This design comes from an exercise in tuning for a short achievable clock period and few clock cycles on the open sky130 flow, not from production work.
The RTL was checked by simulation tests, not by an equivalence proof against the original design.
No activity file was given, so power comes from the tool's default toggle rates.

`flow/run.sh`:
```
#!/bin/bash
# synth_recipe.tcl (not shown) runs the flow's synth.tcl, then flattens the netlist and writes it again
# the make line also repeats each setting of config.mk as NAME=value (left out here)
make -C /OpenROAD-flow-scripts/flow DESIGN_CONFIG=/design/flow/config.mk WORK_HOME=/design/flow/orfs CLKGATE_MAP_FILE= SYNTH_SCRIPT=/design/flow/synth_recipe.tcl finish
```
`flow/constraint.sdc`:
```
create_clock -name core_clock -period 7.0 [get_ports {clk}]
set_input_delay 1.4000 -clock core_clock [delete_from_list [all_inputs] [get_ports {clk}]]
set_output_delay 1.4000 -clock core_clock [all_outputs]
set_load 0.01 [all_outputs]
```
`flow/design.v`:
```
module simpleos_core (
    input  wire        clk,
    input  wire        rst,           
    output wire        mem_req,
    output wire        mem_we,
    output wire [10:0] mem_addr,
    output wire [31:0] mem_wdata,
    input  wire        mem_ack,
    input  wire [31:0] mem_rdata,
    input  wire [6:0]  rnd_value,
    output wire        rnd_take,
    output wire        out_valid,
    output wire [1:0]  out_port,
    output wire [31:0] out_data,
    output wire        anom_valid,
    output wire [31:0] anom_pc,
    output wire [31:0] anom_op,
    output wire        halted,
    output wire [1:0]  halt_code,     
    output wire [31:0] halt_addr,
    output wire [31:0] reg_ac,
    output wire [31:0] reg_x,
    output wire [31:0] reg_y,
    output wire [31:0] reg_sp,
    output wire [31:0] reg_pc,
    output wire [31:0] reg_ir,
    output wire        reg_mode       
);
    localparam [31:0] USER_LIMIT    = 32'd1000;
    localparam [31:0] INT_HANDLER   = 32'd1500;
    localparam [31:0] SYS_STACK_TOP = 32'd2000;
    localparam [2:0] FA_PC = 3'd0, FA_SP = 3'd1, FA_SPM1 = 3'd2, FA_SPX = 3'd3,
                     FA_OPR = 3'd4, FA_OPRIX = 3'd5, FA_MDR = 3'd6;
    function flt(input [31:0] a, input m);
        flt = a[31] || (a[30:11] != 21'd0) || (a[10:0] >= 11'd2000) ||
              (!m && (a[10:0] >= 11'd1000));
    endfunction
    function inr(input [31:0] a, input [10:0] lo, input [10:0] hi);
        inr = (a[31:11] == 21'd0) && (a[10:0] >= lo) && (a[10:0] <= hi);
    endfunction
    function fltp1(input [31:0] a, input m);
        fltp1 = !((a == 32'hFFFF_FFFF) || inr(a, 11'd0, m ? 11'd1998 : 11'd998));
    endfunction
    function fltm1(input [31:0] a, input m);
        fltm1 = !inr(a, 11'd1, m ? 11'd2000 : 11'd1000);
    endfunction
    function [31:0] add32(input [31:0] a, input [31:0] b, input cin);
        reg [31:0] g, p, gg, pp;
        integer i, d;
        begin
            g = a & b;
            p = a ^ b;
            gg = g;
            pp = p;
            gg[0] = g[0] | (p[0] & cin);
            for (d = 1; d < 32; d = d * 2)
                for (i = 31; i >= d; i = i - 1) begin
                    gg[i] = gg[i] | (pp[i] & gg[i-d]);
                    pp[i] = pp[i] & pp[i-d];
                end
            add32 = p ^ {gg[30:0], cin};
        end
    endfunction
    function fltsum(input [31:0] a, input [31:0] b, input m);
        reg [31:0] lo;
        reg [31:0] bn;
        reg        hz;
        begin
            lo = add32({21'd0, a[10:0]}, {21'd0, b[10:0]}, 1'b0);
            bn = add32({~b[31:11], 11'h7FF}, 32'd0, 1'b1);    
            hz = lo[11] ? (a[31:11] == ~b[31:11]) : (a[31:11] == bn[31:11]);
            fltsum = !hz || (lo[10:0] >= 11'd2000) || (!m && (lo[10:0] >= 11'd1000));
        end
    endfunction
    reg         s_f, s_o, s_d, s_g, s_x, s_w, s_u, s_q, s_h;    
    reg         bf;          
    reg         bad;         
    reg         ph;                                        
    reg  [31:0] pc, sp, ir, ac, x, y;
    reg         mode;
    reg         req, we;     
    reg  [10:0] aa;          
    reg  [31:0] wd;          
    reg  [31:0] opr;         
    reg  [31:0] mdr;         
    reg  [31:0] ix;          
    reg  [20:0] ixn;         
    reg  [12:0] th_c, th_b, th_d;    
    reg  [2:0]  fsrc;        
    reg  [31:0] far;         
    reg i_lv, i_lad, i_lind, i_idx, i_st, i_put, i_jmp, i_jeq, i_jne, i_call;
    reg i_ret, i_pop, i_int, i_iret, i_ldac;
    reg p_add, p_tox, p_fromx, p_toy, p_fromy;
    reg p_tosp, p_fromsp, p_incx, p_decx, p_push, p_int;
    reg rzr;     
    reg  [31:0] alu_b;       
    reg         alu_ci;
    wire q_add = p_add && rzr, q_tox = p_tox && rzr, q_fromx = p_fromx && rzr;
    wire q_toy = p_toy && rzr, q_fromy = p_fromy && rzr, q_tosp = p_tosp && rzr;
    wire q_fromsp = p_fromsp && rzr, q_incx = p_incx && rzr, q_decx = p_decx && rzr;
    wire q_push = p_push && rzr, q_int = p_int && rzr;
    reg         ov;  reg [1:0] opt; reg [31:0] od;
    reg         av;  reg [31:0] apc, aop;
    reg         take;
    reg         hlt; reg [1:0] hcode; reg [31:0] haddr;
    assign mem_req    = req && !bf && !bad;
    assign mem_we     = we;
    assign mem_addr   = aa;
    assign mem_wdata  = wd;
    assign rnd_take   = take;
    assign out_valid  = ov;
    assign out_port   = opt;
    assign out_data   = od;
    assign anom_valid = av;
    assign anom_pc    = apc;
    assign anom_op    = aop;
    assign halted     = hlt;
    assign halt_code  = hcode;
    assign halt_addr  = haddr;
    assign reg_ac     = ac;
    assign reg_x      = x;
    assign reg_y      = y;
    assign reg_sp     = sp;
    assign reg_pc     = pc;
    assign reg_ir     = ir;
    assign reg_mode   = mode;
    wire [31:0] pc1   = add32(pc, 32'd0, 1'b1);
    wire [31:0] spm1  = add32(sp, 32'hFFFF_FFFF, 1'b0);
    wire [31:0] spp1  = add32(sp, 32'd0, 1'b1);
    wire [31:0] acm1w = add32(ac, 32'hFFFF_FFFF, 1'b0);
    wire [10:0] acm1  = acm1w[10:0];
    wire [31:0] spx_w   = add32({21'd0, sp[10:0]}, {21'd0, x[10:0]}, 1'b0);
    wire [31:0] spac_w  = add32({21'd0, sp[10:0]}, {21'd0, ac[10:0]}, 1'b0);
    wire [10:0] spx_lo  = spx_w[10:0];
    wire [10:0] spac_lo = spac_w[10:0];
    wire f_pc   = flt(pc, mode);
    wire f_pcu  = flt(pc, 1'b0);
    wire f_pc1  = fltp1(pc, mode);
    wire f_opr  = flt(opr, mode);
    wire f_sp   = flt(sp, mode);
    wire f_ac   = flt(ac, mode);
    wire f_spm1 = fltm1(sp, mode);
    wire f_acm1 = fltm1(ac, mode);
    wire f_spp1 = fltp1(sp, mode);
    wire f_spx  = fltsum(sp, x, mode);
    wire f_spac = fltsum(sp, ac, mode);
    wire acz    = (ac == 32'd0);
    wire [31:0] ac_sum = add32(ac, alu_b, alu_ci);
    wire [31:0] x_p1  = add32(x, 32'd0, 1'b1);
    wire [31:0] x_m1  = add32(x, 32'hFFFF_FFFF, 1'b0);
    function [59:0] bounds(input [31:0] v, input m);
        reg [31:0] n;
        begin
            n = add32({~v[31:11], 11'h7FF}, 32'd0, 1'b1);
            bounds = {n[31:11],
                      13'd2048 - {2'b0, v[10:0]},
                      (m ? 13'd2000 : 13'd1000) - {2'b0, v[10:0]},
                      (m ? 13'd4048 : 13'd3048) - {2'b0, v[10:0]}};
        end
    endfunction
    wire [59:0] bnd_x  = bounds(x, mode);
    wire [59:0] bnd_y  = bounds(y, mode);
    wire [59:0] bnd_ac = bounds(ac, mode);
    reg  [31:0] fa;
    always @(*) begin
        case (fsrc)
            FA_SP:    fa = sp;
            FA_SPM1:  fa = spm1;
            FA_SPX:   fa = add32(sp, x, 1'b0);
            FA_OPR:   fa = opr;
            FA_OPRIX: fa = add32(opr, ix, 1'b0);
            FA_MDR:   fa = mdr;
            default:  fa = pc;
        endcase
    end
    wire [31:0] rd    = mem_rdata;
    wire        f_rd  = flt(rd, mode);
    wire [31:0] ilo_w = add32({21'd0, rd[10:0]}, {21'd0, ix[10:0]}, 1'b0);
    wire [10:0] ilo   = ilo_w[10:0];
    wire        i_cy  = {2'b0, rd[10:0]} >= th_c;
    wire        in_nc = (rd[31:11] == ixn) && !th_b[12] && ({2'b0, rd[10:0]} < th_b);
    wire        in_cy = (rd[31:11] == ~ix[31:11]) && ({2'b0, rd[10:0]} < th_d);
    wire        f_idx = !(i_cy ? in_cy : in_nc);
    wire        rz = (rd[31:6] == 26'd0);
    wire [5:0]  r6 = rd[5:0];
    wire c_opnd = (r6 >= 6'd1 && r6 <= 6'd5) || r6 == 6'd7 || r6 == 6'd9 ||
                  (r6 >= 6'd20 && r6 <= 6'd23);
    wire c_spx  = r6 == 6'd6;
    wire c_get  = r6 == 6'd8;
    wire c_rdsp = r6 == 6'd24 || r6 == 6'd28 || (r6 == 6'd30 && mode);
    wire c_push = r6 == 6'd27;
    wire c_int  = r6 == 6'd29 && !mode;
    wire c_end  = r6 == 6'd50;
    wire c_valid = (r6 >= 6'd1 && r6 <= 6'd30) || c_end;
    wire [31:0] ac_n;
    wire [31:0] x_n, y_n;
    wire [10:0] spe_lo   = q_tosp ? ac[10:0] : sp[10:0];
    wire        f_spe    = q_tosp ? f_ac : f_sp;
    wire [10:0] spem1_lo = q_tosp ? acm1 : spm1[10:0];
    wire        f_spem1  = q_tosp ? f_acm1 : f_spm1;
    wire [31:0] spe      = q_tosp ? ac : sp;
    wire        spx_wait = q_tosp || q_incx || q_decx;    
    wire [10:0] spxe_lo  = q_tox ? spac_lo : spx_lo;
    wire        f_spxe   = q_tox ? f_spac : f_spx;
    wire idx_wait = q_incx || q_decx;                     
    wire k_spx  = c_spx && !spx_wait;
    wire k_xw   = c_spx && spx_wait;
    wire k_iw   = (r6 == 6'd4 || r6 == 6'd5) && idx_wait;
    wire k_opnd = c_opnd && !k_iw;
    wire push_wait = q_add || q_fromx || q_fromy || q_fromsp;    
    wire k_push = c_push && !push_wait;
    wire k_uw   = c_push && push_wait;
    wire k_none = c_get || c_end || k_xw || k_iw || k_uw;
    wire k_pc1  = !(k_spx || c_rdsp || c_push || c_int || k_none);
    wire k_f    = k_pc1 && !k_opnd;                       
    wire [10:0] aF = ({11{k_pc1}} & pc1[10:0]) | ({11{k_spx}} & spxe_lo) |
                     ({11{c_rdsp}} & spe_lo) | ({11{k_push}} & spem1_lo) |
                     ({11{c_int}} & 11'd1999);
    wire bF = (k_pc1 && f_pc1) || (k_spx && f_spxe) || (c_rdsp && f_spe) || (k_push && f_spem1);
    wire [2:0] faF = k_spx ? FA_SPX : c_rdsp ? FA_SP : k_push ? FA_SPM1 : FA_PC;
    wire o_jmp = i_jmp || (i_jeq && acz) || (i_jne && !acz);
    wire o_rd  = i_lad || i_lind || i_st || o_jmp;
    wire o_d   = i_lad || i_lind || i_st || i_idx || i_call;
    wire [10:0] aO = o_rd ? rd[10:0] : i_idx ? ilo : i_call ? spm1[10:0] : pc1[10:0];
    wire        bO = o_rd ? f_rd : i_idx ? f_idx : i_call ? f_spm1 : f_pc1;
    wire        wO = i_st || i_call;
    wire [2:0] faO = (i_lad || i_lind || i_st) ? FA_OPR : i_idx ? FA_OPRIX :
                     i_call ? FA_SP : FA_PC;
    wire d_rd   = (i_lind && !ph) || i_ret;
    wire d_d    = (i_lind || i_int || i_iret) && !ph;
    wire d_spp1 = i_iret && !ph;
    wire d_1998 = i_int && !ph;
    wire d_1500 = i_int && ph;
    wire [10:0] aD = d_rd ? rd[10:0] : i_call ? opr[10:0] : d_spp1 ? spp1[10:0] :
                     d_1998 ? 11'd1998 : d_1500 ? 11'd1500 : pc[10:0];
    wire        bD = d_rd ? f_rd : i_call ? f_opr : d_spp1 ? f_spp1 :
                     (d_1998 || d_1500) ? 1'b0 : (i_iret ? f_pcu : f_pc);
    wire        wD = d_1998;
    wire [2:0] faD = (i_lind && !ph) ? FA_MDR : d_spp1 ? FA_SP : FA_PC;
    wire adv  = mem_ack && req && !bf && !bad;       
    wire s_p  = (s_f || s_o || s_d) && bf && !bad;   
    wire cF   = s_f && !bf && !bad;
    wire cO   = s_o && !bf && !bad;
    wire cD   = s_d && !bf && !bad;
    wire stF  = s_f && adv;
    wire stO  = s_o && adv;
    wire stD  = s_d && adv;
    wire ac_ld = (stO && i_lv) || (stD && (i_ldac || (i_lind && ph)));
    wire ac_hd = !(q_add || q_fromx || q_fromy || q_fromsp ||
                   ac_ld || s_g);
    assign ac_n = ({32{q_add}} & ac_sum) |
                  ({32{q_fromx}} & x) | ({32{q_fromy}} & y) | ({32{q_fromsp}} & sp) |
                  ({32{ac_ld}} & rd) | ({32{s_g}} & {25'd0, rnd_value}) | ({32{ac_hd}} & ac);
    assign x_n  = q_tox ? ac : q_incx ? x_p1 : q_decx ? x_m1 : x;
    assign y_n  = q_toy ? ac : y;
    wire sp_sm = q_push || (stO && i_call);
    wire sp_sp = stD && (i_ret || i_pop || (i_iret && !ph));
    wire sp_sr = stD && i_iret && ph;
    wire sp_hd = !(q_tosp || sp_sm || q_int || sp_sp || sp_sr);
    wire [31:0] sp_n = ({32{q_tosp}} & ac) | ({32{sp_sm}} & spm1) |
                       ({32{q_int}} & (SYS_STACK_TOP - 32'd2)) | ({32{sp_sp}} & spp1) |
                       ({32{sp_sr}} & rd) | ({32{sp_hd}} & sp);
    wire pc_s1 = stF || (stO && !o_jmp);
    wire pc_sr = (stO && o_jmp) || (stD && (i_ret || (i_iret && !ph)));
    wire pc_so = stD && i_call;
    wire pc_si = stD && i_int && ph;
    wire pc_hd = !(pc_s1 || pc_sr || pc_so || pc_si);
    wire [31:0] pc_n = ({32{pc_s1}} & pc1) | ({32{pc_sr}} & rd) | ({32{pc_so}} & opr) |
                       ({32{pc_si}} & INT_HANDLER) | ({32{pc_hd}} & pc);
    always @(posedge clk) begin
        av   <= 1'b0;
        ov   <= 1'b0;
        take <= 1'b0;
        {p_add, p_tox, p_fromx, p_toy, p_fromy} <= 5'd0;
        {p_tosp, p_fromsp, p_incx, p_decx, p_push, p_int} <= 6'd0;
        if (rst) begin
            s_f   <= 1'b1; s_o <= 1'b0; s_d <= 1'b0; s_g <= 1'b0; s_x <= 1'b0;
            s_w   <= 1'b0; s_u <= 1'b0; s_q <= 1'b0; s_h <= 1'b0;
            bf    <= 1'b0;
            bad   <= 1'b0;
            req   <= 1'b1;
            we    <= 1'b0;
            aa    <= 11'd0;
            ph    <= 1'b0;
            pc    <= 32'd0;
            sp    <= USER_LIMIT;
            ir    <= 32'hFFFF_FFFF;
            ac    <= 32'd0;
            x     <= 32'd0;
            y     <= 32'd0;
            mode  <= 1'b0;
            hlt   <= 1'b0;
            hcode <= 2'd0;
            haddr <= 32'd0;
        end else begin
            ac <= ac_n;
            x  <= x_n;
            y  <= y_n;
            sp <= sp_n;
            pc <= pc_n;
            if (q_int) mode <= 1'b1;
            if (sp_sr) mode <= 1'b0;
            if (bad) begin
                aa   <= pc[10:0];
                we   <= 1'b0;
                req  <= 1'b1;
                bf   <= f_pc;
                s_f  <= 1'b1; s_o <= 1'b0; s_d <= 1'b0; s_g <= 1'b0; s_x <= 1'b0; s_w <= 1'b0;
                s_u  <= 1'b0;
                s_h  <= 1'b0;
                bad  <= 1'b0;
                fsrc <= FA_PC;
            end else if (s_p) begin
                s_f  <= 1'b0; s_o <= 1'b0; s_d <= 1'b0;
                req  <= 1'b0;
                bf   <= 1'b0;
                s_q  <= 1'b1;
            end else if (stF) begin
                aa   <= aF;
                we   <= k_push || c_int;
                req  <= !k_none;
                bf   <= bF;
                s_f  <= k_f;
                s_o  <= k_opnd;
                s_d  <= k_spx || c_rdsp || k_push || c_int;
                s_u  <= rz && k_uw;
                s_g  <= rz && c_get;
                s_x  <= rz && k_xw;
                s_w  <= rz && k_iw;
                s_h  <= rz && c_end;
                bad  <= !rz && !k_f;
                fsrc <= faF;
            end else if (stO) begin
                aa   <= aO;
                we   <= wO;
                req  <= 1'b1;
                bf   <= bO;
                s_f  <= !o_d;
                s_o  <= 1'b0;
                s_d  <= o_d;
                fsrc <= faO;
            end else if (stD) begin
                aa   <= aD;
                we   <= wD;
                req  <= 1'b1;
                bf   <= bD;
                s_f  <= !d_d;
                s_d  <= d_d;
                fsrc <= faD;
            end else if (s_g || s_w) begin
                aa   <= pc[10:0];
                we   <= 1'b0;
                req  <= 1'b1;
                bf   <= f_pc;
                s_f  <= s_g;
                s_o  <= s_w;
                s_g  <= 1'b0;
                s_w  <= 1'b0;
                fsrc <= FA_PC;
                if (s_w) begin
                    ix <= ir[0] ? y : x;
                    {ixn, th_c, th_b, th_d} <= ir[0] ? bnd_y : bnd_x;
                end
            end else if (s_x) begin
                aa   <= spx_lo;
                we   <= 1'b0;
                req  <= 1'b1;
                bf   <= f_spx;
                s_d  <= 1'b1;
                s_x  <= 1'b0;
                fsrc <= FA_SPX;
            end else if (s_u) begin
                aa   <= spm1[10:0];
                we   <= 1'b1;
                wd   <= ac;
                req  <= 1'b1;
                bf   <= f_spm1;
                s_d  <= 1'b1;
                s_u  <= 1'b0;
                p_push <= 1'b1;
                fsrc <= FA_SPM1;
            end else if (s_q) begin
                s_q  <= 1'b0;
                s_h  <= 1'b1;
            end
            if (stF) ph <= 1'b0;
            else if (stD) ph <= 1'b1;
            if (cF) begin
                ir     <= rd;
                rzr    <= rz;
                i_lv   <= r6 == 6'd1;
                i_lad  <= r6 == 6'd2;
                i_lind <= r6 == 6'd3;
                i_idx  <= (r6 == 6'd4 || r6 == 6'd5);
                i_st   <= r6 == 6'd7;
                i_put  <= r6 == 6'd9;
                i_jmp  <= r6 == 6'd20;
                i_jeq  <= r6 == 6'd21;
                i_jne  <= r6 == 6'd22;
                i_call <= r6 == 6'd23;
                i_ret  <= r6 == 6'd24;
                i_pop  <= r6 == 6'd28;
                i_int  <= r6 == 6'd29;
                i_iret <= r6 == 6'd30;
                i_ldac <= (r6 == 6'd2 || r6 == 6'd4 || r6 == 6'd5 || r6 == 6'd6 ||
                                 r6 == 6'd28);
                ix     <= rd[0] ? (q_toy ? ac : y) : (q_tox ? ac : x);
                {ixn, th_c, th_b, th_d} <= rd[0] ? (q_toy ? bnd_ac : bnd_y) : (q_tox ? bnd_ac : bnd_x);
                wd     <= c_int ? spe : ac;
                alu_b  <= r6[0] ? (r6[1] ? y_n : ~y_n) : (r6[1] ? x_n : ~x_n);
                alu_ci <= !r6[1];
                apc    <= pc;
                aop    <= rd;
            end
            if (stF) begin
                p_add    <= r6 >= 6'd10 && r6 <= 6'd13;
                p_tox    <= r6 == 6'd14;
                p_fromx  <= r6 == 6'd15;
                p_toy    <= r6 == 6'd16;
                p_fromy  <= r6 == 6'd17;
                p_tosp   <= r6 == 6'd18;
                p_fromsp <= r6 == 6'd19;
                p_incx   <= r6 == 6'd25;
                p_decx   <= r6 == 6'd26;
                p_push   <= k_push;
                p_int    <= c_int;
                if (!(rz && c_valid)) av <= 1'b1;
                if (rz && c_get) take <= 1'b1;
            end
            if (cO) opr <= rd;
            if (cD) mdr <= rd;
            if (cO && i_st)          wd <= ac;
            if (cO && i_call)        wd <= pc1;
            if (stD && i_int && !ph) wd <= pc;
            if (cO && i_put) begin
                opt <= rd[1:0];
                od  <= ac;
            end
            if (stO && i_put) ov <= (rd == 32'd1) || (rd == 32'd2);
            if (stF && rz && c_end) hlt <= 1'b1;
            if (s_p) far <= fa;
            if (s_q) begin
                hlt   <= 1'b1;
                haddr <= far;
                hcode <= (!mode && !far[31]) ? 2'd1 : 2'd2;
            end
        end
    end
endmodule
```
`flow/config.mk`:
```
export PLATFORM = sky130hd
export DESIGN_NAME = simpleos_core
export DESIGN_NICKNAME = simpleos_core
export VERILOG_FILES = /design/flow/design.v
export SDC_FILE = /design/flow/constraint.sdc
export NUM_CORES = 4
export LEC_CHECK = 0
export CAP_MARGIN = 20
export CORE_MARGIN = 2
export CORE_UTILIZATION = 30
export PLACE_DENSITY = 0.6
export SETUP_SLACK_MARGIN = 4.0
export SLEW_MARGIN = 20
export TNS_END_PERCENT = 30
```
==> results.ini, run 1 <==
[power_and_ir_drop]
p_per_area_nw_per_um2=281.4
total_power_mw=17.55
irDropWorstVdd_mv=0.2021
power.leakage_nw=25.81

[setup_path]
crit_slowest_cell=nor4_1
cp_cell_sequence=buf_8 -> buf_12 -> buf_4 -> buf_6 -> nand2b_1 -> nor3_2 -> a222oi_1 -> buf_4 -> and4_4 -> a22oi_2 -> nand3_2 -> nor2_1 -> o2111ai_1 -> nor4_1 -> a21oi_1
cp_top_family=simple AND/OR/NAND/NOR gates
rr_worst_depth=14
cp-start-kind=input port
startpoint=mem_rdata[5]
cp-end-kind=flip-flop
max_stage_delay_ns=0.34
required_ns=7.62
arrival_ns=4.14
timing.rr.end=pc[22]
crit_path_max_fanout=5
r2r_slack_ns=3.56
cpMostUsedCell=buf_4
cp_num_buf_inv=5
crit_type=in -> reg
rr_startpoint=ac[17]

[finish]
stdcell_area_um2=62360
fin_util=0.4178
layout-drive-gt1-share=0.2224
syn2layout_area_growth_pct=38.81
fillers=14588
final_nets=6243
regArea_um2=16210
multi_input_area_um2=29550

[timing]
fmax_ghz=0.2844
clock_skew_ns=0.06182
setup_violations=0
slew_viol_final=0
post-route-min-period_ns=3.517
hold-worst-slack_ns=0.4693
slew_headroom=0.1987
finalSetupTns_ns=0
hold_violations=0
period_share=0.5024
worst_pin_slew_ns=1.193
rsz0062_at_grt=yes

[synth]
synth_area_leader_cell=edfxtp_1
synth_edf_count=352
synth_top_area_share=0.2353
synth_most_common_cell=nand2_1
synth.distinct_cells=94
yosys_warnings=1
synth_fp_nets=5612
netlist_top_cells_count=nand2_1 (550), nor2_1 (503), a21oi_1 (415), clkbuf_1 (386), edfxtp_1 (352)
ys_ff_latch=618
syn_avg_cell_area_um2=8.330
netlist_area_um2=44930
synthArstFlopShare=0
ys.flop_type=edfxtp_1
synthTopCellsByArea=edfxtp_1 (24%), dfxtp_1 (12%), xnor2_1 (5.3%)
ys_seq_area_frac=0.3538
synth_cells=5393

[drt]
drt_iter0_markers=7768
wl_per_cell_um=31.81
via_per_inst=6.235
vias=50198
firstDrtPassIters=7
postRouteAntennaNets=0
wirelength_mm=256.1
drc=0

[clock_tree]
cts-hold-fix-buffers=0
path_clk_slew_ns=0.07
cts_sinks=618
clockBufferDepth=3
cts_made_buffers=81
htree_levels=3
worstSkewPairLatency_ns=0.76
cts_root_buf=clkbuf_16
tritoncts=yes

[floorplan]
die_w_um=391.0
start_util=0.3010
num_io_pins=416
rows=142
die_area_um2=152900
die_h_um=391.0
core_area_um2=149200

[min_path]
worstHoldPathCells=2
hold_path_startpoint=ir[20]
hold_class=reg -> reg
hold-path-endpoint=ir[20]

[placed_design]
port_buffers=415
place_congestion=1.031
place_area_um2=51490
dpl.hpwl_mm=175.2

[grt]
antenna_found_initial=22
grt_pass1_vias=46087
overflow=0
track_usage=0.3171
grt_max_degree=77
grt_pass1_wl_mm=350.5

[outcome]
outcome=timing/DRC/antenna clean

[job]
cap_viol_max_count=0

[cells in the final DEF, fill, tap and decap left out, types with 58 or more instances in the layout]
cell type	n
nand2_1	535
buf_12	85
inv_1	154
mux2i_1	176
ha_1	131
o211ai_1	76
a21oi_1	372
dlymetal6s2s_1	117
dfxtp_1	145
a21o_1	59
clkdlybuf4s50_1	237
nand3_1	154
xnor2_1	253
buf_4	404
xor2_1	128
o21ai_0	279
and3_1	58
dfxtp_4	64
edfxtp_1	352
nor3_1	108
clkbuf_16	87
a211oi_1	80
nor2_1	480
buf_6	74
[how the worst max path moves through the flow]
stage | slack, ns | to | cells after the start
finish | 3.48 | bf | 15
global route | 3.44 | bf | 15
CTS | 3.53 | pc[26] | 15
detailed placement | 1.32 | pc[15] | 14
global placement | 1.47 | pc[27] | 14
floorplan | 3.16 | aa[4] | 11
[sequential cells by signal, indices dropped and copies added, names as in the netlist, 3 cells and up]
name	count
far	32
x	32
th_b	12
wd	32
th_c	9
fsrc	3
od	32
mdr	32
ir	32
sp	32
apc	32
ix	31
opr	32
alu_b	32
aa	11
y	32
ixn	21
pc	32
ac	32
aop	32
haddr	32
[tightest hold or removal path, stage by stage, from the launching register on]
cell	delay, ns
dfxtp_1	0.31
nand2_1	0.05
nand3_1	0.06
[area by class of cell]
cell class	instances	area share
multi-input cells	4146	0.4739
flip-flops and latches	618	0.2599
repair buffers	1008	0.1696
well taps	1944	0.03900
clock buffers	110	0.03788
inverters	169	0.01071
clock inverters	42	0.008427
diodes	14	0.0005618
[kinds of logic (layout without fill, tap and decap cells)]
family,after synthesis,after routing,share of synthesized area
simple gates,1804,1808,0.1893
buf+inv,633,1329,0.05409
flops,618,618,0.3538
other cells,0,14,0
fa+ha+maj,177,177,0.05030
xor+xnor,410,410,0.07993
mux,198,198,0.04464
compound gates,1553,1553,0.2280
[power breakdown]
| part | internal, mW | total [mW] | leakage (nW) | switching (mW) |
|---|---|---|---|---|
| Combinational | 3.02 | 7.86 | 18.9 | 4.84 |
| Sequential | 4.62 | 5.10 | 5.53 | 0.485 |
| Clock | 2.63 | 4.59 | 1.42 | 1.95 |
[per-stage QoR]
| step | instances | setup slack, ns |
|---|---|---|
| floorplan | 5393 | 3.161 |
| global placement | 7508 | 1.467 |
| detailed placement | 7508 | 1.323 |
| CTS | 7911 | 3.530 |
| global route | 8038 | 3.443 |
| finish | 8051 | 3.483 |
[what timing repair did]
item | CTS | global route
setup endpoints to repair | 836 | 724
buffers inserted | 237 | 124
cloned | 14 | 1
pin swaps | 155 | 133
resized for setup | 769 | 570
[routing by layer]
| layer | share of wire | vias to the layer above | global-route usage |
|---|---|---|---|
| met5 | 0.00049 | - | 0 |
| met2 | 0.41 | 3806 | 0.4594 |
| met1 | 0.39 | 24307 | 0.4194 |
| met4 | 0.065 | 18 | 0.1662 |
| li1 | - | 21213 | - |
| met3 | 0.13 | 854 | 0.09920 |
Testbench counts, summed over its fixed seeds: cycles 169,155.
==> run 2: changes to the inputs <==
--- a/flow/design.v
+++ b/flow/design.v
@@ -72,8 +72,9 @@
             fltsum = !hz || (lo[10:0] >= 11'd2000) || (!m && (lo[10:0] >= 11'd1000));
         end
     endfunction
-    reg         s_f, s_o, s_d, s_g, s_x, s_w, s_u, s_q, s_h;    
+    reg         s_f, s_o, s_d, s_x, s_w, s_u, s_q, s_h;    
     reg         bf;          
+    reg         bfr;         
     reg         bad;         
     reg         ph;                                        
     reg  [31:0] pc, sp, ir, ac, x, y;
@@ -101,9 +102,9 @@
     wire q_push = p_push && rzr, q_int = p_int && rzr;
     reg         ov;  reg [1:0] opt; reg [31:0] od;
     reg         av;  reg [31:0] apc, aop;
-    reg         take;
+    reg         take;        
     reg         hlt; reg [1:0] hcode; reg [31:0] haddr;
-    assign mem_req    = req && !bf && !bad;
+    assign mem_req    = req && !bf && !bfr && !bad;
     assign mem_we     = we;
     assign mem_addr   = aa;
     assign mem_wdata  = wd;
@@ -207,10 +208,10 @@
     wire k_xw   = c_spx && spx_wait;
     wire k_iw   = (r6 == 6'd4 || r6 == 6'd5) && idx_wait;
     wire k_opnd = c_opnd && !k_iw;
-    wire push_wait = q_add || q_fromx || q_fromy || q_fromsp;    
+    wire push_wait = q_add || q_fromx || q_fromy || q_fromsp || take;    
     wire k_push = c_push && !push_wait;
     wire k_uw   = c_push && push_wait;
-    wire k_none = c_get || c_end || k_xw || k_iw || k_uw;
+    wire k_none = c_end || k_xw || k_iw || k_uw;
     wire k_pc1  = !(k_spx || c_rdsp || c_push || c_int || k_none);
     wire k_f    = k_pc1 && !k_opnd;                       
     wire [10:0] aF = ({11{k_pc1}} & pc1[10:0]) | ({11{k_spx}} & spxe_lo) |
@@ -222,7 +223,8 @@
     wire o_rd  = i_lad || i_lind || i_st || o_jmp;
     wire o_d   = i_lad || i_lind || i_st || i_idx || i_call;
     wire [10:0] aO = o_rd ? rd[10:0] : i_idx ? ilo : i_call ? spm1[10:0] : pc1[10:0];
-    wire        bO = o_rd ? f_rd : i_idx ? f_idx : i_call ? f_spm1 : f_pc1;
+    wire        bO = !(o_rd || i_idx) && (i_call ? f_spm1 : f_pc1);
+    wire        rO = (o_rd && f_rd) || (i_idx && f_idx);
     wire        wO = i_st || i_call;
     wire [2:0] faO = (i_lad || i_lind || i_st) ? FA_OPR : i_idx ? FA_OPRIX :
                      i_call ? FA_SP : FA_PC;
@@ -233,24 +235,26 @@
     wire d_1500 = i_int && ph;
     wire [10:0] aD = d_rd ? rd[10:0] : i_call ? opr[10:0] : d_spp1 ? spp1[10:0] :
                      d_1998 ? 11'd1998 : d_1500 ? 11'd1500 : pc[10:0];
-    wire        bD = d_rd ? f_rd : i_call ? f_opr : d_spp1 ? f_spp1 :
-                     (d_1998 || d_1500) ? 1'b0 : (i_iret ? f_pcu : f_pc);
+    wire        bD = !d_rd && (i_call ? f_opr : d_spp1 ? f_spp1 :
+                     (d_1998 || d_1500) ? 1'b0 : (i_iret ? f_pcu : f_pc));
+    wire        rD = d_rd && f_rd;
     wire        wD = d_1998;
     wire [2:0] faD = (i_lind && !ph) ? FA_MDR : d_spp1 ? FA_SP : FA_PC;
-    wire adv  = mem_ack && req && !bf && !bad;       
-    wire s_p  = (s_f || s_o || s_d) && bf && !bad;   
-    wire cF   = s_f && !bf && !bad;
-    wire cO   = s_o && !bf && !bad;
-    wire cD   = s_d && !bf && !bad;
+    wire bfa  = bf || bfr;
+    wire adv  = mem_ack && req && !bfa && !bad;      
+    wire s_p  = (s_f || s_o || s_d) && bfa && !bad;  
+    wire cF   = s_f && !bfa && !bad;
+    wire cO   = s_o && !bfa && !bad;
+    wire cD   = s_d && !bfa && !bad;
     wire stF  = s_f && adv;
     wire stO  = s_o && adv;
     wire stD  = s_d && adv;
     wire ac_ld = (stO && i_lv) || (stD && (i_ldac || (i_lind && ph)));
     wire ac_hd = !(q_add || q_fromx || q_fromy || q_fromsp ||
-                   ac_ld || s_g);
+                   ac_ld || take);
     assign ac_n = ({32{q_add}} & ac_sum) |
                   ({32{q_fromx}} & x) | ({32{q_fromy}} & y) | ({32{q_fromsp}} & sp) |
-                  ({32{ac_ld}} & rd) | ({32{s_g}} & {25'd0, rnd_value}) | ({32{ac_hd}} & ac);
+                  ({32{ac_ld}} & rd) | ({32{take}} & {25'd0, rnd_value}) | ({32{ac_hd}} & ac);
     assign x_n  = q_tox ? ac : q_incx ? x_p1 : q_decx ? x_m1 : x;
     assign y_n  = q_toy ? ac : y;
     wire sp_sm = q_push || (stO && i_call);
@@ -274,9 +278,10 @@
         {p_add, p_tox, p_fromx, p_toy, p_fromy} <= 5'd0;
         {p_tosp, p_fromsp, p_incx, p_decx, p_push, p_int} <= 6'd0;
         if (rst) begin
-            s_f   <= 1'b1; s_o <= 1'b0; s_d <= 1'b0; s_g <= 1'b0; s_x <= 1'b0;
+            s_f   <= 1'b1; s_o <= 1'b0; s_d <= 1'b0; s_x <= 1'b0;
             s_w   <= 1'b0; s_u <= 1'b0; s_q <= 1'b0; s_h <= 1'b0;
             bf    <= 1'b0;
+            bfr   <= 1'b0;
             bad   <= 1'b0;
             req   <= 1'b1;
             we    <= 1'b0;
@@ -305,7 +310,8 @@
                 we   <= 1'b0;
                 req  <= 1'b1;
                 bf   <= f_pc;
-                s_f  <= 1'b1; s_o <= 1'b0; s_d <= 1'b0; s_g <= 1'b0; s_x <= 1'b0; s_w <= 1'b0;
+                bfr  <= 1'b0;
+                s_f  <= 1'b1; s_o <= 1'b0; s_d <= 1'b0; s_x <= 1'b0; s_w <= 1'b0;
                 s_u  <= 1'b0;
                 s_h  <= 1'b0;
                 bad  <= 1'b0;
@@ -314,17 +320,18 @@
                 s_f  <= 1'b0; s_o <= 1'b0; s_d <= 1'b0;
                 req  <= 1'b0;
                 bf   <= 1'b0;
+                bfr  <= 1'b0;
                 s_q  <= 1'b1;
             end else if (stF) begin
                 aa   <= aF;
                 we   <= k_push || c_int;
                 req  <= !k_none;
                 bf   <= bF;
+                bfr  <= 1'b0;
                 s_f  <= k_f;
                 s_o  <= k_opnd;
                 s_d  <= k_spx || c_rdsp || k_push || c_int;
                 s_u  <= rz && k_uw;
-                s_g  <= rz && c_get;
                 s_x  <= rz && k_xw;
                 s_w  <= rz && k_iw;
                 s_h  <= rz && c_end;
@@ -335,6 +342,7 @@
                 we   <= wO;
                 req  <= 1'b1;
                 bf   <= bO;
+                bfr  <= rO;
                 s_f  <= !o_d;
                 s_o  <= 1'b0;
                 s_d  <= o_d;
@@ -344,17 +352,16 @@
                 we   <= wD;
                 req  <= 1'b1;
                 bf   <= bD;
+                bfr  <= rD;
                 s_f  <= !d_d;
                 s_d  <= d_d;
                 fsrc <= faD;
-            end else if (s_g || s_w) begin
+            end else if (s_w) begin
                 aa   <= pc[10:0];
                 we   <= 1'b0;
                 req  <= 1'b1;
                 bf   <= f_pc;
-                s_f  <= s_g;
-                s_o  <= s_w;
-                s_g  <= 1'b0;
+                s_o  <= 1'b1;
                 s_w  <= 1'b0;
                 fsrc <= FA_PC;
                 if (s_w) begin
==> run 2 against run 1 <==
Net effect: still clean on timing, DRC and antenna; non-clock buffer count fell by 23; die area fell by 0.23%; worst setup slack got worse by 0.014 ns; final area fell by 0.22%; combinational power rose by 53%; synthesized cell count rose by 1.7%; via count rose by 0.99%; sequential cell count did not move; count of clock-buffer cells in the layout rose by 2; critical endpoint unchanged.
==> results.ini, run 2 <==
[power_and_ir_drop]
p_per_area_nw_per_um2=364.8  ; +30%
power.leakage_nw=25.09  ; -2.8%
irDropWorstVdd_mv=0.2051  ; +1.5%

[placed_design]
place_area_um2=51300  ; -0.35%
port_buffers=415  ; unchanged
dpl.hpwl_mm=177.1  ; +1.1%
place_congestion=1.019  ; -1.2%

[clock_tree]
path_clk_slew_ns=0.07  ; about the same
htree_levels=3  ; unchanged
cts-hold-fix-buffers=0  ; unchanged
clockBufferDepth=3  ; unchanged
cts_sinks=618  ; unchanged
worstSkewPairLatency_ns=0.76  ; about the same
tritoncts=yes
cts_made_buffers=84  ; +3.7%
cts_root_buf=clkbuf_16

[grt]
grt_pass1_vias=46394  ; +0.67%
grt_max_degree=79  ; +2.6%
overflow=0  ; unchanged
antenna_found_initial=13  ; -41%
track_usage=0.3233  ; +0.006153
grt_pass1_wl_mm=355.4  ; +1.4%

[drt]
wirelength_mm=259.5  ; +1.3%
via_per_inst=6.247  ; +0.19%
drt_iter0_markers=7714  ; -0.70%
postRouteAntennaNets=0  ; unchanged
vias=50694  ; +0.99%
wl_per_cell_um=31.98  ; +0.52%
firstDrtPassIters=7  ; unchanged
drc=0  ; unchanged

[timing]
hold_violations=0  ; unchanged
slew_headroom=0.06991  ; -0.1288
period_share=0.5043  ; +0.001937
rsz0062_at_grt=yes
clock_skew_ns=0.04636  ; -0.01546 ns
finalSetupTns_ns=0  ; unchanged
fmax_ghz=0.2833  ; -0.38%
worst_pin_slew_ns=1.381  ; +0.1872 ns
setup_violations=0  ; unchanged
slew_viol_final=0  ; unchanged
post-route-min-period_ns=3.530  ; +0.01356 ns

[floorplan]
die_h_um=390.5  ; -0.12%
die_area_um2=152500  ; -0.23%
num_io_pins=416  ; unchanged
start_util=0.3028  ; +0.001769
rows=141  ; -0.70%
die_w_um=390.5  ; -0.12%
core_area_um2=148000  ; -0.82%

[synth]
ys_ff_latch=618  ; unchanged
synth_most_common_cell=nand2_1
synth_area_leader_cell=edfxtp_1
synth_top_area_share=0.2358  ; +0.0005649
netlist_top_cells_count=nand2_1 (652), nor2_1 (485), a21oi_1 (457), clkbuf_1 (395), o21ai_0 (360)
ys_seq_area_frac=0.3547  ; +0.0008495
syn_avg_cell_area_um2=8.175  ; -1.9%
synth_cells=5482  ; +1.7%
synth_fp_nets=5701  ; +1.6%
yosys_warnings=1  ; unchanged
netlist_area_um2=44820  ; -0.24%
ys.flop_type=edfxtp_1
synth.distinct_cells=88  ; -6.4%
synth_edf_count=352  ; unchanged
synthArstFlopShare=0  ; unchanged
synthTopCellsByArea=edfxtp_1 (24%), dfxtp_1 (12%), nand2_1 (5.5%)

[finish]
stdcell_area_um2=62220  ; -0.22%
layout_common_cells=nand2_1 (601), nor2_1 (451), buf_4 (393)
layout-drive-gt1-share=0.2210  ; -0.001405
final_nets=6324  ; +1.3%
syn2layout_area_growth_pct=38.84  ; about the same
mostFrequentLayoutCell=nand2_1

[setup_path]
timing.rr.end=bf
startpoint=sp[20]
crit_path_max_fanout=8  ; +3
arrival_ns=4.17  ; +0.03 ns
cp-start-kind=flip-flop
rr_worst_depth=11  ; -3
crit_type=reg -> reg
r2r_slack_ns=3.47  ; -0.09 ns
endpoint=bf
required_ns=7.64  ; +0.02 ns
cp-end-kind=flip-flop
rr_startpoint=sp[20]

[min_path]
worstHoldPathCells=2  ; unchanged
hold_class=reg -> reg

[job]
cap_viol_max_count=0  ; unchanged

[outcome]
outcome=timing/DRC/antenna clean

## run 2: cell types whose count changed after synthesis, moves of 27 or more
cell | before | now
nand2_1 | 550 | 652
a21oi_1 | 415 | 457
a211oi_1 | 97 | 69
o21ai_0 | 333 | 360
a221oi_1 | 77 | 39
nand3_1 | 165 | 203
## run 2: worst max-delay path: stages (launching register included)
cell and delay, ns:
dfxtp_2 0.54, buf_4 0.32, and3_1 0.27, nand3_1 0.14, or4_1 0.48, nor3_2 0.34
a311o_1 0.35, o311ai_0 0.16, a31oi_1 0.46, nor4_1 0.14, a21oi_1 0.16, nor2_1 0.06
## run 2: per-layer routing
metal	global-route usage	routed length [µm]	share of wire
met1	0.4374	102800	0.40
met5	0	72	0.00028
met4	0.1633	16460	0.063
met2	0.4627	104800	0.40
met3	0.09665	35340	0.14
## run 2: kinds of logic after synthesis
logic type	Yosys count	share of synthesized area
AND/OR/NAND/NOR	1883	0.1938
multiplexers	176	0.03959
flip-flops	618	0.3547
AO/OA/AOI/OAI	1578	0.2267
adder cells (fa/ha/maj)	177	0.05042
buffers and inverters	637	0.05419
XOR/XNOR	413	0.08071
## run 2: how the worst min path moves through the flow
stage,from,end,slack [ns]
6_report,ir[18],ir[18],0.47
5_1_grt,pc[7],apc[7],0.48
4_1_cts,ir[18],ir[18],0.47
3_5_place_dp,ir[13],ir[13],0.46
3_3_place_gp,ir[25],ir[25],0.45
2_1_floorplan,far[0],haddr[0],0.46
## run 2: report_power, final
| group | total, mW | internal, mW | switching (mW) | leakage, nW |
|---|---|---|---|---|
| combinational | 12.0 | 4.79 | 7.25 | 18.1 |
| sequential | 5.91 | 5.03 | 0.872 | 5.57 |
| clock | 4.76 | 2.80 | 1.96 | 1.45 |
| total | 22.7 | 12.6 | 10.1 | 25.1 |
## run 2: area by class of cell
class                           count  area (µm²)
Multi-Input combinational cell   4237       29500
Antenna cell                        8       20.02
Clock buffer                      112        2394
Fill cell                       14382       85790
Tap cell                         1930        2415
Sequential cell                   618       16230
Inverter                          179       734.5
Timing Repair Buffer              985       10330
Clock inverter                     46       591.8
## run 2: repair_timing
| item | in CTS | in global routing |
|---|---|---|
| setup buffers | 237 | 121 |
| pin swaps | 233 | 107 |
| gates resized for setup | 849 | 558 |
| setup endpoints to repair | 749 | 569 |
| cloned | 21 | 1 |
## run 2: stage by stage
stage                     cells  hold WS, ns  total power, mW  setup WS (ns)    util
after floorplan            5482       0.4566            10.96          3.096       -
after global placement     7569       0.4520            15.19          1.673  0.3465
after detailed placement   7569       0.4558            15.22          1.793  0.3466
after CTS                  7985       0.4731            21.74          3.411  0.4013
after global routing       8108       0.4789            23.40          3.454  0.4203
final                      8115       0.4702            22.70          3.470  0.4204
Testbench counts of run 2, summed over its fixed seeds: cycles 166,772.
==> run 3: changes to the inputs <==
--- a/flow/config.mk
+++ b/flow/config.mk
@@ -7,8 +7,8 @@
 export LEC_CHECK = 0
 export CAP_MARGIN = 20
 export CORE_MARGIN = 2
-export CORE_UTILIZATION = 30
-export PLACE_DENSITY = 0.6
+export CORE_UTILIZATION = 45
+export PLACE_DENSITY = 0.65
 export SETUP_SLACK_MARGIN = 4.0
 export SLEW_MARGIN = 20
 export TNS_END_PERCENT = 30
==> run 3 against run 2 <==
Net effect: worst setup slack better by 0.047 ns; routed wire length is 4.9% lower; count of clock-buffer cells in the layout is 6 lower; non-clock buffer count is 28 lower; global-route usage is 13 points higher; clock skew is 0.011 ns lower; critical endpoint unchanged; largest power group unchanged.
==> results.ini, run 3 <==
[timing]
slew_headroom=0.2025  ; +0.1326
rsz0062_at_grt=yes
setup_violations=0  ; unchanged
fmax_ghz=0.2871  ; +1.4%
slew_viol_final=0  ; unchanged
period_share=0.4976  ; -0.006749
finalSetupTns_ns=0  ; unchanged
worst_pin_slew_ns=1.188  ; -0.1929 ns
post-route-min-period_ns=3.483  ; -0.04724 ns
hold_violations=0  ; unchanged
clock_skew_ns=0.03516  ; -0.01120 ns

[clock_tree]
cts_root_buf=clkbuf_16
htree_levels=3  ; unchanged
worstSkewPairLatency_ns=0.68  ; -0.08 ns
tritoncts=yes
cts_made_buffers=74  ; -12%
cts_sinks=618  ; unchanged
path_clk_slew_ns=0.07  ; about the same
clockBufferDepth=3  ; unchanged

[power_and_ir_drop]
p_int_mw=12.18  ; -3.5%
power.leakage_nw=23.75  ; -5.3%
p_switching_mw=10.02  ; -0.56%
p_per_area_nw_per_um2=367.4  ; +0.69%
power_frac_comb=0.554  ; +0.024
total_power_mw=22.21  ; -2.2%
switching_share=0.4514  ; +0.007353
sequentialPowerShare=0.260  ; about the same
clkPwrFrac=0.185  ; -0.025
irDropWorstVdd_mv=0.2058  ; +0.37%

[synth]
synth_edf_count=352  ; unchanged
netlist_area_um2=44820  ; unchanged
synth_top_area_share=0.2358  ; unchanged
synth_top_family_by_area=compound AO/OA/AOI/OAI gates
ys.flop_type=edfxtp_1
yosys.area_share.xor_xnor=0.08071  ; unchanged
syn_avg_cell_area_um2=8.175  ; unchanged
synth_area_leader_cell=edfxtp_1
synth.distinct_cells=88  ; unchanged
synthArstFlopShare=0  ; unchanged
yosys.area_share.adder=0.05042  ; unchanged
synth_most_common_cell=nand2_1
synthSimpleGateAreaFrac=0.1938  ; unchanged
ys_seq_area_frac=0.3547  ; unchanged
yosys-mux-area-fraction=0.03959  ; unchanged
synth-compound-area-share=0.2267  ; unchanged
synth_cells=5482  ; unchanged
ys_ff_latch=618  ; unchanged
synthTopCellsByArea=edfxtp_1 (24%), dfxtp_1 (12%), nand2_1 (5.5%)
synth_fp_nets=5701  ; unchanged
yosys_warnings=1  ; unchanged
netlist_top_cells_count=nand2_1 (652), nor2_1 (485), a21oi_1 (457), clkbuf_1 (395), o21ai_0 (360)

[setup_path]
startpoint=pc[30]
crit_type=reg -> reg
cp-end-kind=flip-flop
rr_startpoint=pc[30]
cp-start-kind=flip-flop
arrival_ns=4.04  ; -0.13 ns
crit_path_max_fanout=10  ; +2
r2r_slack_ns=3.52  ; +0.05 ns
required_ns=7.56  ; -0.08 ns

[drt]
firstDrtPassIters=10  ; +3
postRouteAntennaNets=0  ; unchanged
drt_iter0_markers=8746  ; +13%
drc=0  ; unchanged
wl_per_cell_um=33.23  ; +3.9%
via_per_inst=6.892  ; +10%
wirelength_mm=246.7  ; -4.9%
vias=51178  ; +0.95%

[floorplan]
die_h_um=319.6  ; -18%
num_io_pins=416  ; unchanged
die_area_um2=102100  ; -33%
die_w_um=319.6  ; -18%
start_util=0.4547  ; +0.1519
core_area_um2=98560  ; -33%
rows=115  ; -18%

[finish]
final_nets=6290  ; -0.54%
fillers=8567  ; -40%
layout-drive-gt1-share=0.2061  ; -0.01485
mostFrequentLayoutCell=nand2_1
layout_common_cells=nand2_1 (610), nor2_1 (448), a21oi_1 (399)
syn2layout_area_growth_pct=34.89

[outcome]
outcome=timing/DRC/antenna clean

[grt]
grt_pass1_vias=46606  ; +0.46%
antenna_found_initial=12  ; -1
grt_pass1_wl_mm=340.4  ; -4.2%
grt_max_degree=87  ; +10%
overflow=0  ; unchanged
track_usage=0.4566  ; +0.1333

[placed_design]
dpl.hpwl_mm=162.3  ; -8.3%
place_congestion=1.013  ; -0.56%
port_buffers=415  ; unchanged

[min_path]
hold_class=reg -> reg
hold_path_startpoint=ir[20]

[job]
cap_viol_max_count=0  ; unchanged

run 3: cell types whose count changed in the layout (fill, tap and decap cells not counted), moves of 11 or more:
cell / change
dlymetal6s2s_1: -50
dfxtp_2: -17
o21ai_0: +11
dfxtp_1: +37
dfxtp_4: -20
clkdlybuf4s50_1: +75
buf_12: -34
o21ai_1: -11
run 3: worst paths after layout:
| check | to | cells after the start |
|---|---|---|
| worst max register to register | bf | 11 |
| worst min register to register | ir[20] | 2 |
| worst max-delay path | bf | 11 |
| worst min-delay path | ir[20] | 2 |
run 3: area by class of cell:
cell class | instances | area [µm²] | area share
Sequential cell | 618 | 16140 | 0.2669
Multi-Input combinational cell | 4241 | 29710 | 0.4915
Clock buffer | 106 | 2167 | 0.03585
Antenna cell | 7 | 17.52 | 0.0002898
Inverter | 179 | 735.7 | 0.01217
Clock inverter | 31 | 346.6 | 0.005733
Timing Repair Buffer | 957 | 9729 | 0.1609
Tap cell | 1287 | 1610 | 0.02664
run 3: stage by stage:
| stage | worst slack, ns | hold slack (ns) | util | cells | cell area [µm²] |
|---|---|---|---|---|---|
| 6_report | 3.517 | 0.4625 | 0.6133 | 7426 | 60450 |
| 5_1_grt | 3.457 | 0.4866 | 0.6132 | 7422 | 60440 |
| 4_1_cts | 3.471 | 0.4680 | 0.5934 | 7328 | 58490 |
| 3_5_place_dp | 1.635 | 0.4557 | 0.5128 | 6932 | 50540 |
| 3_3_place_gp | 1.725 | 0.4509 | 0.5127 | 6932 | 50540 |
| 2_1_floorplan | 3.096 | 0.4566 | - | 5482 | 44910 |
run 3: cells by family (layout without fill, tap and decap cells):
family,Yosys count,after routing
mux,176,176
simple gates,1883,1894
other cells,0,7
fa+ha+maj,177,177
xor+xnor,413,413
flops,618,618
buf+inv,637,1273
compound gates,1578,1581
run 3: power groups by stage:
stage	clock network, mW	logic (mW)	registers [mW]
after floorplan	0	5.25	5.71
after global placement	0	9.16	5.94
after detailed placement	0	9.17	5.96
after CTS	4.12	11.2	5.74
after global routing	4.26	12.6	5.83
final	4.12	12.3	5.79
run 3: what timing repair did:
action / CTS / global route
endpoints found under the setup margin: 670 / 582
gates cloned: 24 / 6
buffers inserted: 235 / 83
pin swaps: 238 / 91
gates resized for setup: 808 / 313
hold buffers: 0 / 0
run 3: metal layers:
layer  track usage  vias to the layer above  routed length (µm)
met1        0.6050                    24330               91740
met3        0.1674                      983               40410
met2        0.6365                     4575               96880
li1              -                    21286                   -
met4        0.2583                        4               17700
met5             0                        -                  29
run 3: critical path, stage by stage, from the launching register on:
cell	delay [ns]
dfxtp_1	0.30
buf_4	0.20
nor4_1	0.47
nand4_1	0.17
or4_1	0.63
a221o_1	0.48
a21oi_1	0.24
o311ai_0	0.13
a31oi_1	0.42
nor4_1	0.11
a21oi_1	0.16
nor2_1	0.06
==> run 4: changes to the inputs <==
--- a/flow/config.mk
+++ b/flow/config.mk
@@ -7,8 +7,8 @@
 export LEC_CHECK = 0
 export CAP_MARGIN = 20
 export CORE_MARGIN = 2
-export CORE_UTILIZATION = 45
+export CORE_UTILIZATION = 40
 export PLACE_DENSITY = 0.65
-export SETUP_SLACK_MARGIN = 4.0
+export SETUP_SLACK_MARGIN = 4.5
 export SLEW_MARGIN = 20
-export TNS_END_PERCENT = 30
+export TNS_END_PERCENT = 20
==> run 4 against run 3 <==
Net effect: sequential power rose by 1%; global-route usage is 4.8 points lower; register-to-register slack got worse by 0.097 ns; via count grew 2.8%; synthesized cell count did not move; largest power group unchanged; hold slack gained 0.0029 ns; core utilization is 3.7 points lower; synthesized area unchanged; critical path type unchanged; largest cell class unchanged; critical path depth increased by 2; total power is 2.7% higher; sequential share of layout area shrank 1.2 points.
==> results.ini, run 4 <==
[power_and_ir_drop]
irDropWorstVdd_mv=0.2061  ; +0.15%
power.leakage_nw=25.02  ; +5.3%
p_per_area_nw_per_um2=356.4  ; -3.0%

[setup_path]
r2r_slack_ns=3.42  ; -0.10 ns
startpoint=ac[1]
crit_type=reg -> reg
cp-start-kind=flip-flop
rr_startpoint=ac[1]
timing.rr.end=pc[13]
required_ns=7.54  ; -0.02 ns
crit_path_max_fanout=16  ; +6
arrival_ns=4.12  ; +0.08 ns
endpoint=pc[13]
cp-end-kind=flip-flop
rr_worst_depth=13  ; +2

[job]
cap_viol_max_count=0  ; unchanged

[clock_tree]
clockBufferDepth=3  ; unchanged
htree_levels=3  ; unchanged
tritoncts=yes
path_clk_slew_ns=0.06  ; about the same
cts_sinks=618  ; unchanged
worstSkewPairLatency_ns=0.69  ; about the same
cts_made_buffers=77  ; +4.1%
cts_root_buf=clkbuf_16

[floorplan]
num_io_pins=416  ; unchanged
start_util=0.4039  ; -0.05085
die_w_um=338.7  ; +6.0%
core_area_um2=111000  ; +13%
die_h_um=338.7  ; +6.0%
die_area_um2=114700  ; +12%
rows=122  ; +6.1%

[grt]
grt_pass1_vias=47357  ; +1.6%
grt_max_degree=154  ; +77%
overflow=0  ; unchanged
antenna_found_initial=3  ; -9
grt_pass1_wl_mm=344.6  ; +1.2%
track_usage=0.4085  ; -0.04804

[drt]
drt_iter0_markers=9387  ; +7.3%
drc=0  ; unchanged
firstDrtPassIters=10  ; unchanged
via_per_inst=6.695  ; -2.8%
vias=52599  ; +2.8%
postRouteAntennaNets=0  ; unchanged
wl_per_cell_um=32.13  ; -3.3%
wirelength_mm=252.4  ; +2.3%

[synth]
synth_edf_count=352  ; unchanged
syn_avg_cell_area_um2=8.175  ; unchanged
synth_most_common_cell=nand2_1
synthTopCellsByArea=edfxtp_1 (24%), dfxtp_1 (12%), nand2_1 (5.5%)
ys_seq_area_frac=0.3547  ; unchanged
ys.flop_type=edfxtp_1
synth_fp_nets=5701  ; unchanged
yosys_warnings=1  ; unchanged
synth_area_leader_cell=edfxtp_1
synth_top_area_share=0.2358  ; unchanged
ys_ff_latch=618  ; unchanged
synth.distinct_cells=88  ; unchanged
netlist_area_um2=44820  ; unchanged
synth_cells=5482  ; unchanged
netlist_top_cells_count=nand2_1 (652), nor2_1 (485), a21oi_1 (457), clkbuf_1 (395), o21ai_0 (360)
synthArstFlopShare=0  ; unchanged

[min_path]
hold_class=reg -> reg

[finish]
layout-drive-gt1-share=0.2749  ; +0.06877
mostFrequentLayoutCell=nand2_1
fillers=9672  ; +13%
layout_common_cells=nand2_1 (588), buf_4 (523), nor2_1 (439)
syn2layout_area_growth_pct=42.77
final_nets=6520  ; +3.7%

[timing]
slew_viol_final=0  ; unchanged
worst_pin_slew_ns=1.116  ; -0.07139 ns
post-route-min-period_ns=3.580  ; +0.09730 ns
fmax_ghz=0.2793  ; -2.7%
rsz0062_at_grt=yes
slew_headroom=0.2531  ; +0.05053
setup_violations=0  ; unchanged
finalSetupTns_ns=0  ; unchanged
period_share=0.5115  ; +0.01390
fin_ws_ns=3.420  ; -0.09730 ns
clock_skew_ns=0.04022  ; +0.005055 ns
hold_violations=0  ; unchanged

[placed_design]
place_congestion=1.046  ; +3.2%
dpl.hpwl_mm=163.6  ; +0.78%
dpl_worst_slack_ns=1.634  ; -0.001020 ns
port_buffers=415  ; unchanged

[outcome]
outcome=timing/DRC/antenna clean

[run 4: cell counts after synthesis]
No cell type changed its count.
[run 4: metrics by stage]
step | std cells | instance area [µm²] | util | hold slack, ns | power (mW)
detailed placement | 7127 | 50780 | 0.4576 | 0.4525 | 15.07
finish | 7856 | 63990 | 0.5766 | 0.4654 | 22.80
floorplan | 5482 | 44920 | - | 0.4566 | 10.96
global route | 7854 | 63980 | 0.5765 | 0.4923 | 23.30
CTS | 7566 | 59530 | 0.5365 | 0.4667 | 21.53
global placement | 7126 | 50760 | 0.4574 | 0.4452 | 15.01
[run 4: final cells by class]
type / count / area, µm² / area share
well taps: 1488 / 1862 / 0.02910
diodes: 2 / 5.005 / 0.00007822
flip-flops and latches: 618 / 16290 / 0.2545
clock inverters: 40 / 377.9 / 0.005905
clock buffers: 104 / 2228 / 0.03483
multi-input cells: 4238 / 30250 / 0.4728
inverters: 179 / 765.7 / 0.01197
repair buffers: 1187 / 12210 / 0.1908
[run 4: cell families after synthesis]
kind of cell | count (synthesis) | synth area share
DFF | 618 | 0.3547
and+or+nand+nor | 1883 | 0.1938
AOI/OAI and AO/OA | 1578 | 0.2267
xor gates and xnor gates | 413 | 0.08071
adders and majority gates | 177 | 0.05042
buffers and inverters | 637 | 0.05419
muxes | 176 | 0.03959
[run 4: how the worst min path moves through the flow]
stage	start	to	slack, ns	cells after the start
finish	ir[17]	ir[17]	0.47	2
global route	ir[11]	ir[11]	0.49	2
CTS	aa[2]	aa[2]	0.47	2
detailed placement	aa[2]	aa[2]	0.45	2
global placement	aa[1]	aa[1]	0.45	2
floorplan	far[0]	haddr[0]	0.46	2
[run 4: critical path, cell delays in order, from the launching register on]
cell	delay (ns)
dfxtp_2	0.33
buf_12	0.12
clkinvlp_4	0.10
ha_4	0.15
or4b_4	0.46
nand4b_1	0.27
o31a_1	0.35
a211oi_4	0.19
buf_6	0.18
o21ai_4	0.07
buf_4	0.20
bufbuf_16	0.31
a222oi_1	0.60
a21oi_2	0.11
[run 4: routing by layer]
| metal | part of all wire | vias to the layer above | track usage | wire [µm] |
|---|---|---|---|---|
| met5 | 0.00023 | - | 0.005417 | 57 |
| met4 | 0.080 | 6 | 0.2479 | 20160 |
| met3 | 0.16 | 1200 | 0.1313 | 39940 |
| met2 | 0.39 | 4853 | 0.5721 | 99330 |
| met1 | 0.37 | 24768 | 0.5432 | 92910 |
| li1 | - | 21772 | - | - |
[run 4: report_power, final]
| part | total, mW | internal [mW] | switching (mW) |
|---|---|---|---|
| registers | 5.86 | 5.03 | 0.831 |
| logic | 12.7 | 5.13 | 7.57 |
| clock network | 4.25 | 2.43 | 1.81 |
[run 4: what timing repair did]
action,4_1_cts,5_1_grt
hold buffers,0,0
pin swaps,234,191
setup buffers,264,284
gates cloned,31,4
gates resized for setup,917,978
setup endpoints to repair,1040,1038
==> run 5: changes to the inputs <==
--- a/flow/design.v
+++ b/flow/design.v
@@ -30,7 +30,7 @@
     localparam [31:0] INT_HANDLER   = 32'd1500;
     localparam [31:0] SYS_STACK_TOP = 32'd2000;
     localparam [2:0] FA_PC = 3'd0, FA_SP = 3'd1, FA_SPM1 = 3'd2, FA_SPX = 3'd3,
-                     FA_OPR = 3'd4, FA_OPRIX = 3'd5, FA_MDR = 3'd6;
+                     FA_OPR = 3'd4, FA_OPRIX = 3'd5;
     function flt(input [31:0] a, input m);
         flt = a[31] || (a[30:11] != 21'd0) || (a[10:0] >= 11'd2000) ||
               (!m && (a[10:0] >= 11'd1000));
@@ -83,7 +83,6 @@
     reg  [10:0] aa;          
     reg  [31:0] wd;          
     reg  [31:0] opr;         
-    reg  [31:0] mdr;         
     reg  [31:0] ix;          
     reg  [20:0] ixn;         
     reg  [12:0] th_c, th_b, th_d;    
@@ -100,8 +99,8 @@
     wire q_toy = p_toy && rzr, q_fromy = p_fromy && rzr, q_tosp = p_tosp && rzr;
     wire q_fromsp = p_fromsp && rzr, q_incx = p_incx && rzr, q_decx = p_decx && rzr;
     wire q_push = p_push && rzr, q_int = p_int && rzr;
-    reg         ov;  reg [1:0] opt; reg [31:0] od;
-    reg         av;  reg [31:0] apc, aop;
+    reg         ov;  reg [1:0] opt;
+    reg         av;  reg [31:0] apc;
     reg         take;        
     reg         hlt; reg [1:0] hcode; reg [31:0] haddr;
     assign mem_req    = req && !bf && !bfr && !bad;
@@ -111,10 +110,10 @@
     assign rnd_take   = take;
     assign out_valid  = ov;
     assign out_port   = opt;
-    assign out_data   = od;
+    assign out_data   = ac;      
     assign anom_valid = av;
     assign anom_pc    = apc;
-    assign anom_op    = aop;
+    assign anom_op    = ir;      
     assign halted     = hlt;
     assign halt_code  = hcode;
     assign halt_addr  = haddr;
@@ -170,7 +169,6 @@
             FA_SPX:   fa = add32(sp, x, 1'b0);
             FA_OPR:   fa = opr;
             FA_OPRIX: fa = add32(opr, ix, 1'b0);
-            FA_MDR:   fa = mdr;
             default:  fa = pc;
         endcase
     end
@@ -239,7 +237,7 @@
                      (d_1998 || d_1500) ? 1'b0 : (i_iret ? f_pcu : f_pc));
     wire        rD = d_rd && f_rd;
     wire        wD = d_1998;
-    wire [2:0] faD = (i_lind && !ph) ? FA_MDR : d_spp1 ? FA_SP : FA_PC;
+    wire [2:0] faD = (i_lind && !ph) ? FA_OPR : d_spp1 ? FA_SP : FA_PC;
     wire bfa  = bf || bfr;
     wire adv  = mem_ack && req && !bfa && !bad;      
     wire s_p  = (s_f || s_o || s_d) && bfa && !bad;  
@@ -417,7 +415,6 @@
                 alu_b  <= r6[0] ? (r6[1] ? y_n : ~y_n) : (r6[1] ? x_n : ~x_n);
                 alu_ci <= !r6[1];
                 apc    <= pc;
-                aop    <= rd;
             end
             if (stF) begin
                 p_add    <= r6 >= 6'd10 && r6 <= 6'd13;
@@ -435,13 +432,12 @@
                 if (rz && c_get) take <= 1'b1;
             end
             if (cO) opr <= rd;
-            if (cD) mdr <= rd;
+            if (cD && i_lind && !ph) opr <= rd;
             if (cO && i_st)          wd <= ac;
             if (cO && i_call)        wd <= pc1;
             if (stD && i_int && !ph) wd <= pc;
             if (cO && i_put) begin
                 opt <= rd[1:0];
-                od  <= ac;
             end
             if (stO && i_put) ov <= (rd == 32'd1) || (rd == 32'd2);
             if (stF && rz && c_end) hlt <= 1'b1;
--- a/flow/config.mk
+++ b/flow/config.mk
@@ -7,8 +7,8 @@
 export LEC_CHECK = 0
 export CAP_MARGIN = 20
 export CORE_MARGIN = 2
-export CORE_UTILIZATION = 40
-export PLACE_DENSITY = 0.65
-export SETUP_SLACK_MARGIN = 4.5
+export CORE_UTILIZATION = 30
+export PLACE_DENSITY = 0.6
+export SETUP_SLACK_MARGIN = 4.0
 export SLEW_MARGIN = 20
-export TNS_END_PERCENT = 20
+export TNS_END_PERCENT = 30
==> run 5 against run 4 <==
Net effect: still clean on timing, DRC and antenna; hold slack better by 0.00076 ns; first-iteration DRC count fell by 24%; non-clock buffer count down 205; global-route usage shrank 8.2 points; largest power group unchanged.
==> results.ini, run 5 <==
[timing]
post-route-min-period_ns=3.574  ; -0.005870 ns
setup_violations=0  ; unchanged
clock_skew_ns=0.04728  ; +0.007066 ns
finalSetupTns_ns=0  ; unchanged
slew_viol_final=0  ; unchanged
slew_headroom=0.2784  ; +0.02532
rsz0062_at_grt=yes

[setup_path]
crit_slowest_cell=or4_4
rr_startpoint=ac[19]
crit_path_max_fanout=4  ; -12
crit_type=reg -> reg
max_stage_delay_ns=0.60  ; about the same
cp_cell_sequence=buf_12 -> or4_4 -> or4_4 -> or3_4 -> nor3b_2 -> o21ai_2 -> a221oi_2 -> o2111ai_1 -> or4_4 -> a31oi_4 -> nor4_1
cpMostUsedCell=or4_4

[synth]
synth.distinct_cells=89  ; +1.1%
synth_fp_nets=5639  ; -1.1%
netlist_top_cells_count=nand2_1 (657), nor2_1 (482), a21oi_1 (467), clkbuf_1 (423), o21ai_0 (378)
synth_top_area_share=0.1828  ; -0.05308
netlist_area_um2=42060  ; -6.2%
synth_cells=5420  ; -1.1%
synth_edf_count=256  ; -27%
yosys_warnings=1  ; unchanged
syn_avg_cell_area_um2=7.760  ; -5.1%

[grt]
track_usage=0.3262  ; -0.08232
grt_pass1_vias=45187  ; -4.6%
overflow=0  ; unchanged
grt_pass1_wl_mm=338.2  ; -1.9%

[placed_design]
place_congestion=1.042  ; -0.36%

[clock_tree]
cts-hold-fix-buffers=0  ; unchanged
tritoncts=yes
path_clk_slew_ns=0.06  ; about the same
clockBufferDepth=3  ; unchanged

[drt]
drt_iter0_markers=7117  ; -24%
via_per_inst=6.214  ; -7.2%
vias=48941  ; -7.0%
wl_per_cell_um=31.18  ; -2.9%
firstDrtPassIters=9  ; -1
postRouteAntennaNets=0  ; unchanged
drc=0  ; unchanged

[outcome]
outcome=timing/DRC/antenna clean

[floorplan]
die_area_um2=143200  ; +25%
rows=137  ; +12%

[power_and_ir_drop]
p_int_mw=9.091  ; -28%
irDropWorstVdd_mv=0.1674  ; -19%
clkPwrFrac=0.227  ; +0.041
sequentialPowerShare=0.278  ; +0.021
switching_share=0.4335  ; -0.01430

[finish]
mostFrequentLayoutCell=nand2_1
layout_common_cells=nand2_1 (631), nor2_1 (461), a21oi_1 (426)

run 5: cell count changes after synthesis, sizes merged, moves of 18 or more:
cell and delta:
xor2 -38, inv -41, o21ai +18, nand3 -40, o221ai -53, buf +47, clkbuf +31, edfxtp -96
run 5: timing repair:
| item | in CTS | in global routing |
|---|---|---|
| pin swaps | 213 | 133 |
| cloned | 14 | 4 |
| setup endpoints to repair | 726 | 632 |
| gates resized for setup | 747 | 515 |
| buffers inserted | 231 | 111 |
run 5: area by class of cell:
| type | count | area (µm²) |
|---|---|---|
| repair buffers | 982 | 10290 |
| inverters | 136 | 560.5 |
| clock inverters | 44 | 384.1 |
| fillers | 13776 | 81330 |
| multi-input cells | 4232 | 29330 |
| diodes | 4 | 10.01 |
| well taps | 1876 | 2347 |
| clock buffers | 80 | 1819 |
| flip-flops and latches | 522 | 13300 |
run 5: worst min-delay path by stage:
stage | start | end | depth (start not counted)
detailed placement | aa[3] | aa[3] | 2
floorplan | far[14] | haddr[14] | 2
CTS | aa[3] | aa[3] | 2
finish | aa[3] | aa[3] | 2
global route | aa[3] | aa[3] | 2
global placement | aa[3] | aa[3] | 2
run 5: cell families after synthesis:
group	Yosys count	share of synthesized area
DFF	522	0.3094
muxes	156	0.03727
adders and majority gates	177	0.05372
and+or+nand+nor	1889	0.2078
AOI/OAI and AO/OA	1614	0.2442
buffers and inverters	672	0.06651
xor gates and xnor gates	390	0.08121
run 5: through the flow:
stage                     hold slack [ns]  utilization  std cells  worst slack, ns  total power [mW]
after floorplan                    0.4566            -       5420            2.727             8.012
after global placement             0.4594       0.3448       7388            1.519             10.88
after detailed placement           0.4613       0.3450       7388            1.424             10.89
after CTS                          0.4697       0.3970       7757            3.458             15.44
after global routing               0.4833       0.4164       7874            3.391             16.51
final                              0.4662       0.4164       7876            3.426             16.05
run 5: power groups by stage:
stage | Clock [mW] | Combinational [mW] | Sequential, mW
6_report | 3.65 | 7.94 | 4.46
4_1_cts | 3.67 | 7.31 | 4.46
5_1_grt | 3.77 | 8.25 | 4.50
3_5_place_dp | 0 | 6.28 | 4.61
2_1_floorplan | 0 | 3.60 | 4.41
3_3_place_gp | 0 | 6.28 | 4.60
run 5: critical path, delay by kind of cell (launching register included):
kind,cells,cell delay [ns]
and+or+nand+nor,6,2.28
AOI/OAI and AO/OA,4,0.70
DFF,1,0.33
buffers and inverters,1,0.11
run 5: layer usage:
layer  part of all wire  GRT usage  vias up
met5            0.00020          0        -
met4              0.069     0.1858        8
met3               0.13    0.08175      822
met2               0.41     0.4793     3756
met1               0.39     0.4319    23539
li1                   -          -    20816
Testbench counts of run 5, summed over its fixed seeds: cycles 166,772.

[separate check: timing with driven ports]
The flow's constraints put no driver on any port. The routed layouts listed below were extracted and timed again, unchanged, in two steps. Step 1 assumes that a clkbuf_16 drives the clock port and a buf_2 every other input. Step 2 also shifts input and output timing later by t, the mid clock arrival at the registers, as if the neighbouring blocks saw the same clock. a / b / c = ideal / step 1 / step 2; a / b = the first two.
run | t (ns) | setup slack, ns
run 1 | 0.811 | 3.483 / 3.466 / 2.703
run 2 | 0.809 | 3.470 / 3.470 / 2.759
run 3 | 0.746 | 3.517 / 3.517 / 3.013
run 4 | 0.747 | 3.420 / 3.420 / 2.997
run 5 | 0.789 | 3.426 / 3.426 / 2.934
After both steps setup and hold are still met in every run listed.
